From an optimization exercise on the open Yosys and OpenROAD flow, aimed at small area, a short achievable clock period and few clock cycles per item; shortcuts taken in it are not production practice. Function was checked by simulation only, so behaviour that the tests miss may differ from the original. Power figures rest on the tool's default switching activity, not on a simulated workload.

[flow/run.sh]
#!/bin/bash
# synth_recipe.tcl (not shown) runs the flow's synth.tcl, then flattens the netlist and writes it again
# the make line also repeats each setting of config.mk as NAME=value (left out here)
make -C /OpenROAD-flow-scripts/flow DESIGN_CONFIG=/design/flow/config.mk WORK_HOME=/design/flow/orfs CLKGATE_MAP_FILE= SYNTH_SCRIPT=/design/flow/synth_recipe.tcl finish
[flow/config.mk]
export PLATFORM = sky130hd
export DESIGN_NAME = mnet_rxv
export DESIGN_NICKNAME = mnet_rxv
export VERILOG_FILES = /design/flow/design.v
export SDC_FILE = /design/flow/constraint.sdc
export NUM_CORES = 4
export LEC_CHECK = 0
export ABC_CLOCK_PERIOD_IN_PS = 2200
export CAP_MARGIN = 20
export CORE_MARGIN = 2
export CORE_UTILIZATION = 65
export SETUP_SLACK_MARGIN = 2.8
export SLEW_MARGIN = 20
[flow/constraint.sdc]
create_clock -name core_clock -period 5.0 [get_ports {clk}]
set_input_delay 1.0000 -clock core_clock [delete_from_list [all_inputs] [get_ports {clk}]]
set_output_delay 1.0000 -clock core_clock [all_outputs]
set_load 0.01 [all_outputs]
[flow/design.v]
module mnet_crc_step (
    input  wire [15:0] crc_in,
    input  wire [7:0]  data,
    output reg  [15:0] crc_out
);
    integer i;
    always @(*) begin
        crc_out = crc_in ^ {data, 8'h00};
        for (i = 0; i < 8; i = i + 1) begin
            if (crc_out[15])
                crc_out = {crc_out[14:0], 1'b0} ^ 16'h1021;
            else
                crc_out = {crc_out[14:0], 1'b0};
        end
    end
endmodule
module mnet_rxv (
    input  wire        clk,
    input  wire        rst,
    input  wire        key_wr,
    input  wire [2:0]  key_len,
    input  wire [47:0] key_data,
    input  wire        line_rx_valid,
    output wire        line_rx_ready,
    input  wire [7:0]  line_rx_data,
    input  wire        rx_obf,
    output wire        resp_valid,
    input  wire        resp_ready,
    output wire [7:0]  resp_data,
    output wire        resp_last
);
    localparam W  = 10;           
    localparam S  = 26;           
    localparam QD = 8;            
    localparam QA = 3;            
    localparam Q_OK    = 2'd0,
               Q_CRC   = 2'd1,    
               Q_BADW  = 2'd2,    
               Q_BAD0  = 2'd3;    
    integer k;
    genvar gi, gl;
    reg [47:0] key;
    reg [2:0]  klen;
    always @(posedge clk) begin
        if (rst) begin
            klen <= 3'd0;
        end else if (key_wr && key_len >= 3'd3 && key_len <= 3'd6) begin
            klen <= key_len;
            key  <= key_data;
        end
    end
    reg       rdy_q;
    reg       i_v, s_v;
    reg [7:0] i_d, s_d;
    reg       i_o, s_o;
    reg       i_ff, i_01, i_04, i_00;
    wire      acc = line_rx_valid && rdy_q;
    wire      consume;
    assign line_rx_ready = rdy_q;
    wire [7:0] n_d = s_v ? s_d : line_rx_data;
    wire       n_o = s_v ? s_o : rx_obf;
    always @(posedge clk) begin
        if (rst) begin
            i_v   <= 1'b0;
            s_v   <= 1'b0;
            rdy_q <= 1'b0;
        end else begin
            if (!i_v || consume) begin
                i_d  <= n_d;
                i_o  <= n_o;
                i_ff <= (n_d == 8'hFF);
                i_01 <= (n_d == 8'h01);
                i_04 <= (n_d == 8'h04);
                i_00 <= (n_d == 8'h00);
                i_v  <= s_v || acc;
                s_v  <= s_v && acc;
            end else begin
                if (acc) s_v <= 1'b1;
            end
            if (acc && (s_v || (i_v && !consume))) begin
                s_d <= line_rx_data; s_o <= rx_obf;
            end
            rdy_q <= !((s_v && !(consume || !i_v)) || (acc && i_v && !consume) || (acc && s_v));
        end
    end
    reg [8*W-1:0] f_d [0:S-1];
    reg [S-1:0]   f_v;
    reg [S-1:0]   f_l;            
    reg [S-1:0]   hole;           
    wire          pop;            
    wire [S-1:0]  mv;             
    wire [S-1:0]  f_vn;           
    generate
        for (gi = 0; gi < S-2; gi = gi + 1) begin : mvs
            assign mv[gi] = f_v[gi] && hole[gi];
        end
    endgenerate
    assign mv[S-2] = f_v[S-2] && (!f_v[S-1] || pop);
    assign mv[S-1] = pop;
    assign f_vn[0] = 1'b1;
    generate
        for (gi = 1; gi < S; gi = gi + 1) begin : fvn
            assign f_vn[gi] = mv[gi-1] || (f_v[gi] && !mv[gi]);
        end
    endgenerate
    generate
        for (gl = 0; gl <= 5; gl = gl + 1) begin : lvl
            wire [S-1:0] o;
        end
        for (gi = 0; gi < S; gi = gi + 1) begin : l0
            assign lvl[0].o[gi] = (gi == S-1) ? 1'b0 : !f_vn[gi+1];
        end
        for (gl = 1; gl <= 5; gl = gl + 1) begin : lvls
            for (gi = 0; gi < S; gi = gi + 1) begin : b
                if (gi + (1 << (gl-1)) < S)
                    assign lvl[gl].o[gi] = lvl[gl-1].o[gi] | lvl[gl-1].o[gi + (1 << (gl-1))];
                else
                    assign lvl[gl].o[gi] = lvl[gl-1].o[gi];
            end
        end
    endgenerate
    reg        p_hunt, p_hdr, p_pay, p_crc1, p_crc2, p_term;
    reg        esc;
    reg [4:0]  hc;        
    reg [7:0]  rem;       
    reg        rem1;      
    reg [15:0] crc;
    reg        obf;
    reg [2:0]  ki;
    reg [7:0]  kx;        
    reg [W-1:0] lane;     
    reg        stored;    
    reg        sdone;     
    wire [2:0] ki_n = (ki == klen - 3'd1) ? 3'd0 : ki + 3'd1;
    reg  [7:0] key_n;
    always @(*) begin
        case (ki_n)
            3'd0:    key_n = key[7:0];
            3'd1:    key_n = key[15:8];
            3'd2:    key_n = key[23:16];
            3'd3:    key_n = key[31:24];
            3'd4:    key_n = key[39:32];
            default: key_n = key[47:40];
        endcase
    end
    wire [15:0] crc_next;
    mnet_crc_step u_crc (.crc_in(crc), .data(i_d), .crc_out(crc_next));
    reg [1:0]  sq [0:QD-1];
    reg [QA:0] sq_wp, sq_rp;
    wire       sq_full  = (sq_wp[QA] != sq_rp[QA]) && (sq_wp[QA-1:0] == sq_rp[QA-1:0]);
    wire       sq_empty = (sq_wp == sq_rp);
    wire in_body   = p_hdr || p_pay || p_crc1 || p_crc2;
    wire body_ok   = esc ? i_ff : !i_ff;             
    wire esc_start = in_body && !esc && i_ff;
    wire lone_esc  = in_body && esc && !i_ff;
    wire body_byte = in_body && body_ok;
    wire store     = (p_hdr || p_pay) && body_ok;
    wire last_st   = p_hdr ? (hc[4] && i_00) : rem1;   
    wire fr_end    = p_term || lone_esc;
    wire f0_free   = !f_v[0] || hole[0];
    wire need_term = lone_esc && stored && !sdone;
    wire can = !((store || need_term) && !f0_free) && !(fr_end && sq_full);
    assign consume = i_v && can;
    wire [7:0] pay_x = (obf && p_pay) ? (i_d ^ kx) : i_d;
    wire       wr    = consume && store;
    wire       wdone = wr && (lane[W-1] || last_st);
    wire [1:0] st_code = lone_esc ? (stored ? Q_BADW : Q_BAD0)
                       : !i_04 ? (stored ? Q_BADW : Q_BAD0)
                       : (crc == 16'h0000) ? Q_OK : Q_CRC;
    always @(posedge clk) begin
        if (rst) begin
            p_hunt <= 1'b1;
            p_hdr  <= 1'b0;
            p_pay  <= 1'b0;
            p_crc1 <= 1'b0;
            p_crc2 <= 1'b0;
            p_term <= 1'b0;
            esc    <= 1'b0;
            sq_wp  <= {(QA+1){1'b0}};
        end else if (consume) begin
            if (p_hunt && i_01) begin
                p_hunt <= 1'b0;
                p_hdr  <= 1'b1;
                esc    <= 1'b0;
                hc     <= 5'b00001;
                crc    <= 16'h0000;
                obf    <= i_o && (klen != 3'd0);
                ki     <= 3'd0;
                kx     <= key[7:0];
                lane   <= {{(W-1){1'b0}}, 1'b1};
                stored <= 1'b0;
                sdone  <= 1'b0;
            end
            if (p_term || lone_esc) begin
                p_term <= 1'b0;
                p_hdr  <= 1'b0;
                p_pay  <= 1'b0;
                p_crc1 <= 1'b0;
                p_crc2 <= 1'b0;
                p_hunt <= 1'b1;
            end
            if (esc_start) esc <= 1'b1;
            if (body_byte) begin
                esc <= 1'b0;
                crc <= crc_next;
                if (p_hdr) begin
                    hc <= {hc[3:0], 1'b0};
                    if (hc[4]) begin
                        rem    <= i_d;
                        rem1   <= (i_d == 8'h01);
                        p_hdr  <= 1'b0;
                        p_pay  <= !i_00;
                        p_crc1 <= i_00;
                    end
                end
                if (p_pay) begin
                    rem  <= rem - 8'd1;
                    rem1 <= (rem == 8'd2);
                    ki   <= ki_n;
                    kx   <= key_n ^ i_d;
                    if (rem1) begin
                        p_pay  <= 1'b0;
                        p_crc1 <= 1'b1;
                    end
                end
                if (p_crc1) begin
                    p_crc1 <= 1'b0;
                    p_crc2 <= 1'b1;
                end
                if (p_crc2) begin
                    p_crc2 <= 1'b0;
                    p_term <= 1'b1;
                end
            end
            if (store) begin
                stored <= 1'b1;
                lane   <= (lane[W-1] || last_st) ? {{(W-1){1'b0}}, 1'b1} : {lane[W-2:0], 1'b0};
                if (last_st) sdone <= 1'b1;
            end
            if (fr_end) begin
                sq[sq_wp[QA-1:0]] <= st_code;
                sq_wp <= sq_wp + 1'b1;
            end
        end
    end
    wire f0_push = (wdone || (consume && need_term));
    always @(posedge clk) begin
        for (k = 0; k < W; k = k + 1)
            if (wr && lane[k]) f_d[0][8*k +: 8] <= pay_x;
    end
    generate
        for (gi = 1; gi < S; gi = gi + 1) begin : stg
            always @(posedge clk) begin
                if (mv[gi-1]) f_d[gi] <= f_d[gi-1];
            end
        end
    endgenerate
    always @(posedge clk) begin
        if (rst) begin
            f_v  <= {S{1'b0}};
            hole <= {1'b0, {(S-1){1'b1}}};
        end else begin
            f_v[0]    <= f0_push || (f_v[0] && !mv[0]);
            f_v[S-1:1] <= f_vn[S-1:1];
            hole      <= lvl[5].o;
        end
    end
    always @(posedge clk) begin
        if (f0_push) f_l[0] <= last_st || need_term;
        for (k = 1; k < S; k = k + 1)
            if (mv[k-1]) f_l[k] <= f_l[k-1];
    end
    localparam R_IDLE = 2'd0, R_DATA = 2'd1, R_DROP = 2'd2;
    reg [1:0]   rs;
    reg [W-1:0] rl;         
    reg [2:0]   rhc;        
    reg [7:0]   rrem;       
    reg         dl;         
    reg         dp;         
    wire [8*W-1:0] head = f_d[S-1];
    wire        head_v = f_v[S-1];
    wire        head_l = f_l[S-1];
    reg [7:0] hbyte;
    always @(*) begin
        hbyte = 8'h00;
        for (k = 0; k < W; k = k + 1)
            if (rl[k]) hbyte = hbyte | head[8*k +: 8];
    end
    reg       o_v, o_l, k_v, k_l, space;
    reg [7:0] o_d, k_d;
    assign resp_valid = o_v;
    assign resp_data  = o_d;
    assign resp_last  = o_l;
    wire [1:0] sq_head = sq[sq_rp[QA-1:0]];
    wire       r_stat  = (rs == R_IDLE) && !sq_empty && space;
    wire       r_data  = (rs == R_DATA) && head_v && space;
    wire [7:0] hlen    = head[39:32];    
    wire       dl_next = (rhc == 3'd3) ? (hlen == 8'h00) :
                         (rhc == 3'd4) ? (hlen == 8'h01) :
                         (rhc == 3'd5) ? (rrem == 8'h02) : 1'b0;
    assign pop = (r_data && dp) || ((rs == R_DROP) && head_v);
    wire       e_v = r_stat || r_data;
    wire [7:0] e_d = r_stat ? ((sq_head == Q_OK) ? 8'h00 :
                               (sq_head == Q_CRC) ? 8'h03 : 8'h02) : hbyte;
    wire       e_l = r_stat ? (sq_head != Q_OK) : dl;
    always @(posedge clk) begin
        if (rst) begin
            rs    <= R_IDLE;
            sq_rp <= {(QA+1){1'b0}};
        end else begin
            if (r_stat) begin
                sq_rp <= sq_rp + 1'b1;
                rl    <= {{(W-1){1'b0}}, 1'b1};
                rhc   <= 3'd0;
                dl    <= 1'b0;
                dp    <= 1'b0;
                rs    <= (sq_head == Q_OK) ? R_DATA : (sq_head == Q_BAD0) ? R_IDLE : R_DROP;
            end
            if (r_data) begin
                rl <= dp ? {{(W-1){1'b0}}, 1'b1} : {rl[W-2:0], 1'b0};
                if (rhc != 3'd5) rhc <= rhc + 3'd1;
                if (rhc == 3'd4) rrem <= hlen;
                else if (rhc == 3'd5) rrem <= rrem - 8'd1;
                dl <= dl_next;
                dp <= dl_next || (!dp && rl[W-2]);
                if (dl) rs <= R_IDLE;
            end
            if (rs == R_DROP && head_v && head_l)
                rs <= R_IDLE;
        end
    end
    always @(posedge clk) begin
        if (rst) begin
            o_v   <= 1'b0;
            k_v   <= 1'b0;
            space <= 1'b0;
        end else begin
            if (!o_v || resp_ready) begin
                if (k_v) begin
                    o_d <= k_d; o_l <= k_l; o_v <= 1'b1;
                    if (e_v) begin k_d <= e_d; k_l <= e_l; end
                    k_v <= e_v;
                end else begin
                    o_d <= e_d; o_l <= e_l; o_v <= e_v;
                end
                space <= 1'b1;
            end else begin
                if (e_v) begin k_d <= e_d; k_l <= e_l; k_v <= 1'b1; end
                space <= !(k_v || e_v);
            end
        end
    end
endmodule
==> flow_metrics.tcl <==
set metrics [dict create \
    die-area_um2 119000 \
    post_synth_num_cell_types 67 \
    outcome "no timing/DRC/antenna violations" \
    maxCapViolations 0 \
    p_per_area_nw_per_um2 433 \
    grt_max_degree 81 \
    grt_pass1_vias 29400 \
    ys_seq_area_share_pct 93.2 \
    grt_pass1_wl_mm 164 \
    min_path_type "flop to flop" \
    synthTopCellsByCount "2287 x edfxtp_1, 104 x nand2_1, 94 x nor2_1" \
    nFillCells 5993 \
    seq_power_share_pct 57.2 \
    dr.first_iter.drc_count 2092 \
    critPathRequiredTime_ps 5490 \
    fin_skew_ps 21.7 \
    antenna_found_initial 1 \
    drc 0 \
    p_sw_mw 6.89 \
    gp_congestion 0.832 \
    yosys_warnings 3 \
    syn_area_um2 75400 \
    critPathTopFamily "simple AND/OR/NAND/NOR gates" \
    ir_drop_mv 0.389 \
    synthTopCellsByArea "edfxtp_1 91%, dfxtp_1 2.1%, a21oi_1 0.52%, nand2_1 0.52%, xnor2_1 0.48%" \
    crit_type "flop to flop" \
    dr.pass1.iters 5 \
    p_leak_nw 27.6 \
    worstSetupEndpointType "flop" \
    io_pins 76 \
    rows 124 \
    finalMaxSlewViolations 0 \
    antenna_cells 0 \
    overflow 0 \
    synthFlopType "edfxtp_1" \
    drt-total-wl_mm 103 \
    clock_latency_ps 790 \
    die_x_um 345 \
    via_per_inst 5.36 \
    relSlewSlack_pct 30.4 \
    rsz0062_at_grt "yes" \
    dieHeight_um 345 \
    vias 28200 \
    fin_crit_ps 2370 \
    avgRoutedWirePerCell_um 19.6 \
    clock-sinks 2366 \
    crit_path_top_delay_cell "or4_4" \
    grt_util_all_layers_pct 18.2 \
    max_stage_delay_ps 570 \
    numCtsBuffers 211 \
    pwr-share-comb_pct 0.9 \
    path_clk_slew_ps 60 \
    setup_viol 0 \
    tightest_slew_ps 1040 \
    hold_viol 0 \
    cts_tree "built" \
    ys_ff_latch 2366 \
    p_int_mw 30.7 \
    final_layout_size_suffix_gt1_share_pct 16.8 \
    p_clk_share_pct 41.9 \
    antenna_left 0 \
    tns_ps 0 \
    synth.most_common_cell "edfxtp_1" \
    synth_area_per_cell_um2 23.5 \
    synth_enable_flop_cells 2287 \
    yosysTopAreaCell "edfxtp_1" \
    cts-root-buf "clkbuf_16" \
    syn_nets 3286 \
    synth_cells 3206 \
    core_area_um2 115000 \
    crit_chain "or4_4, a32oi_4, o221ai_4, nand2b_4, buf_4, a21oi_4, buf_12" \
    portBuffers 75 \
    start_util_pct 65.7 \
    fin_crit_sh_pct 47.3 \
    path_buf_inv 2 \
    clockBufferDepth 3 \
    htree_levels 4 \
    syn_to_final_growth_pct 15.1 \
    cts_hold_buf 0 \
    nets 3643 \
    arrival_ps 2860 \
    async_flop_share_pct 0 \
    final_util_pct 75.7 \
    yosys.area.top_type_share_pct 91.1 \
    dp_hpwl_mm 59.8 \
    clock.fmax_mhz 423 \
    startpoint_type "flop" \
    critPathMaxFanout 11 \
    p_sw_share_pct 18.3 \
]
==> cell families after synthesis <==
group,synth area share [%]
compound gates,1.91
xor+xnor,0.774
fa+ha+maj,0.264
buf+inv,0.531
flops,93.2
mux,0.681
simple gates,2.61
==> what timing repair did <==
| action | 4_1_cts | 5_1_grt |
|---|---|---|
| resized for setup | 185 | 75 |
| gates cloned | 4 | 4 |
| buffers inserted | 43 | 23 |
| pin swaps | 30 | 38 |
| endpoints found under the setup margin | 330 | 542 |
| endpoints found under the hold margin | 0 | 0 |
==> worst register-to-register path, stage by stage, from the launching register on <==
cell and delay, ps:
dfxtp_2 350, or4_4 570, a32oi_4 300, o221ai_4 160, nand2b_4 210, buf_4 190
a21oi_4 130, buf_12 170
==> metal layers <==
| layer | GRT usage [%] | vias to the layer above | wire length, µm |
|---|---|---|---|
| li1 | - | 13400 | - |
| met1 | 23.7 | 14000 | 41600 |
| met2 | 30.8 | 612 | 54200 |
| met3 | 3.52 | 227 | 4300 |
| met4 | 6.84 | 2 | 3040 |
| met5 | 0 | - | 20 |
==> power groups by stage <==
stage,Combinational (mW),Sequential [mW],Clock [mW]
after floorplan,0.149,21.9,0
after global placement,0.246,21.9,0
after detailed placement,0.254,21.9,0
after CTS,0.309,21.5,16.2
after global routing,0.366,21.5,17.0
final,0.339,21.5,15.8
==> metrics by stage <==
step	cell area (µm²)	hold WS, ps	power [mW]	setup WS [ps]	instances
6_report	86800	406	37.6	2630	5257
5_1_grt	86800	412	38.8	2610	5257
4_1_cts	86300	405	38.0	2630	5230
3_5_place_dp	78300	405	22.2	1680	4788
3_3_place_gp	78300	400	22.2	1900	4788
2_1_floorplan	75500	400	22.1	2120	3206
==> layout by cell type (no fill, tap or decap), drive strengths merged, types with 16 or more instances in the layout <==
master and count:
clkinv 104, and2 42, mux2i 22, nor2 95
clkbuf 265, edfxtp 2287, nand2b 22, dfxtp 79
o21ai 31, inv 51, nor2b 16, clkdlybuf4s50 63
nor3 26, mux2 18, nand2 104, a22oi 31
xnor2 42, bufinv 21, a21oi 80, and3 18
buf 125, nand3 22, xor2 23
==> path summary, 6_finish.rpt <==
| kind | start | endpoint | slack, ps | depth (start not counted) |
|---|---|---|---|---|
| min reg2reg | f_d[18][73] | f_d[19][73] | 410 | 0 |
| min | f_d[18][73] | f_d[19][73] | 410 | 0 |
| max | p_crc1 | lane[0] | 2630 | 7 |
| max reg2reg | p_crc1 | lane[0] | 2630 | 7 |
==> state kept, by name, summed over array words and instances, names as in the netlist, 2 cells and up, named ones only <==
name / flops
sq_wp: 4
s_d: 8
ki: 3
hole: 24
o_d: 8
i_d: 8
f_v: 26
f_d: 2080
lane: 10
f_l: 26
hc: 5
rrem: 8
rem: 8
sq: 16
rl: 10
crc: 16
kx: 8
rhc: 3
rs: 2
key: 48
k_d: 8
sq_rp: 4
klen: 3
==> cell type report <==
cell class                      count  area (µm²)  share of cell area, %
Clock buffer                      264        5630                   6.48
Timing Repair inverter              1        5.00                0.00577
Sequential cell                  2366       70300                   81.0
Multi-Input combinational cell    739        5610                   6.47
Clock inverter                    131        1310                   1.51
Inverter                           55         229                  0.264
Timing Repair Buffer              189        1810                   2.08
Tap cell                         1512        1890                   2.18
Testbench counts, summed over its fixed seeds: cycles 16,122, items 192.

## afterwards: timing with drivers on the ports
In the flow no input, the clock included, has a driving cell. The finished layout below was timed again as built, in two steps. Step 1 (the two cells are an assumption about what drives the block):
set clk [get_ports {clk}]
set_driving_cell -lib_cell sky130_fd_sc_hd__clkbuf_16 $clk
set_driving_cell -lib_cell sky130_fd_sc_hd__buf_2 [delete_from_list [all_inputs] $clk]
Step 2 also shifts input and output timing later by t, the mid clock arrival at the registers, as if the neighbouring blocks saw the same clock. Slacks: ideal ports / drivers / drivers and shift; pairs: ideal ports / drivers.
shift t [ns]: 0.848
slack for setup (ns): 2.635 / 2.626 / 2.082
worst register clock-pin slew, ns: 0.07 / 0.07
worst data-port slew with drivers (ns): 0.04
pins driven straight from the clock port: 1
After both steps this run still meets setup and hold. The setup slack of this run moves by -0.009 ns with the drivers and by -0.553 ns with both steps.
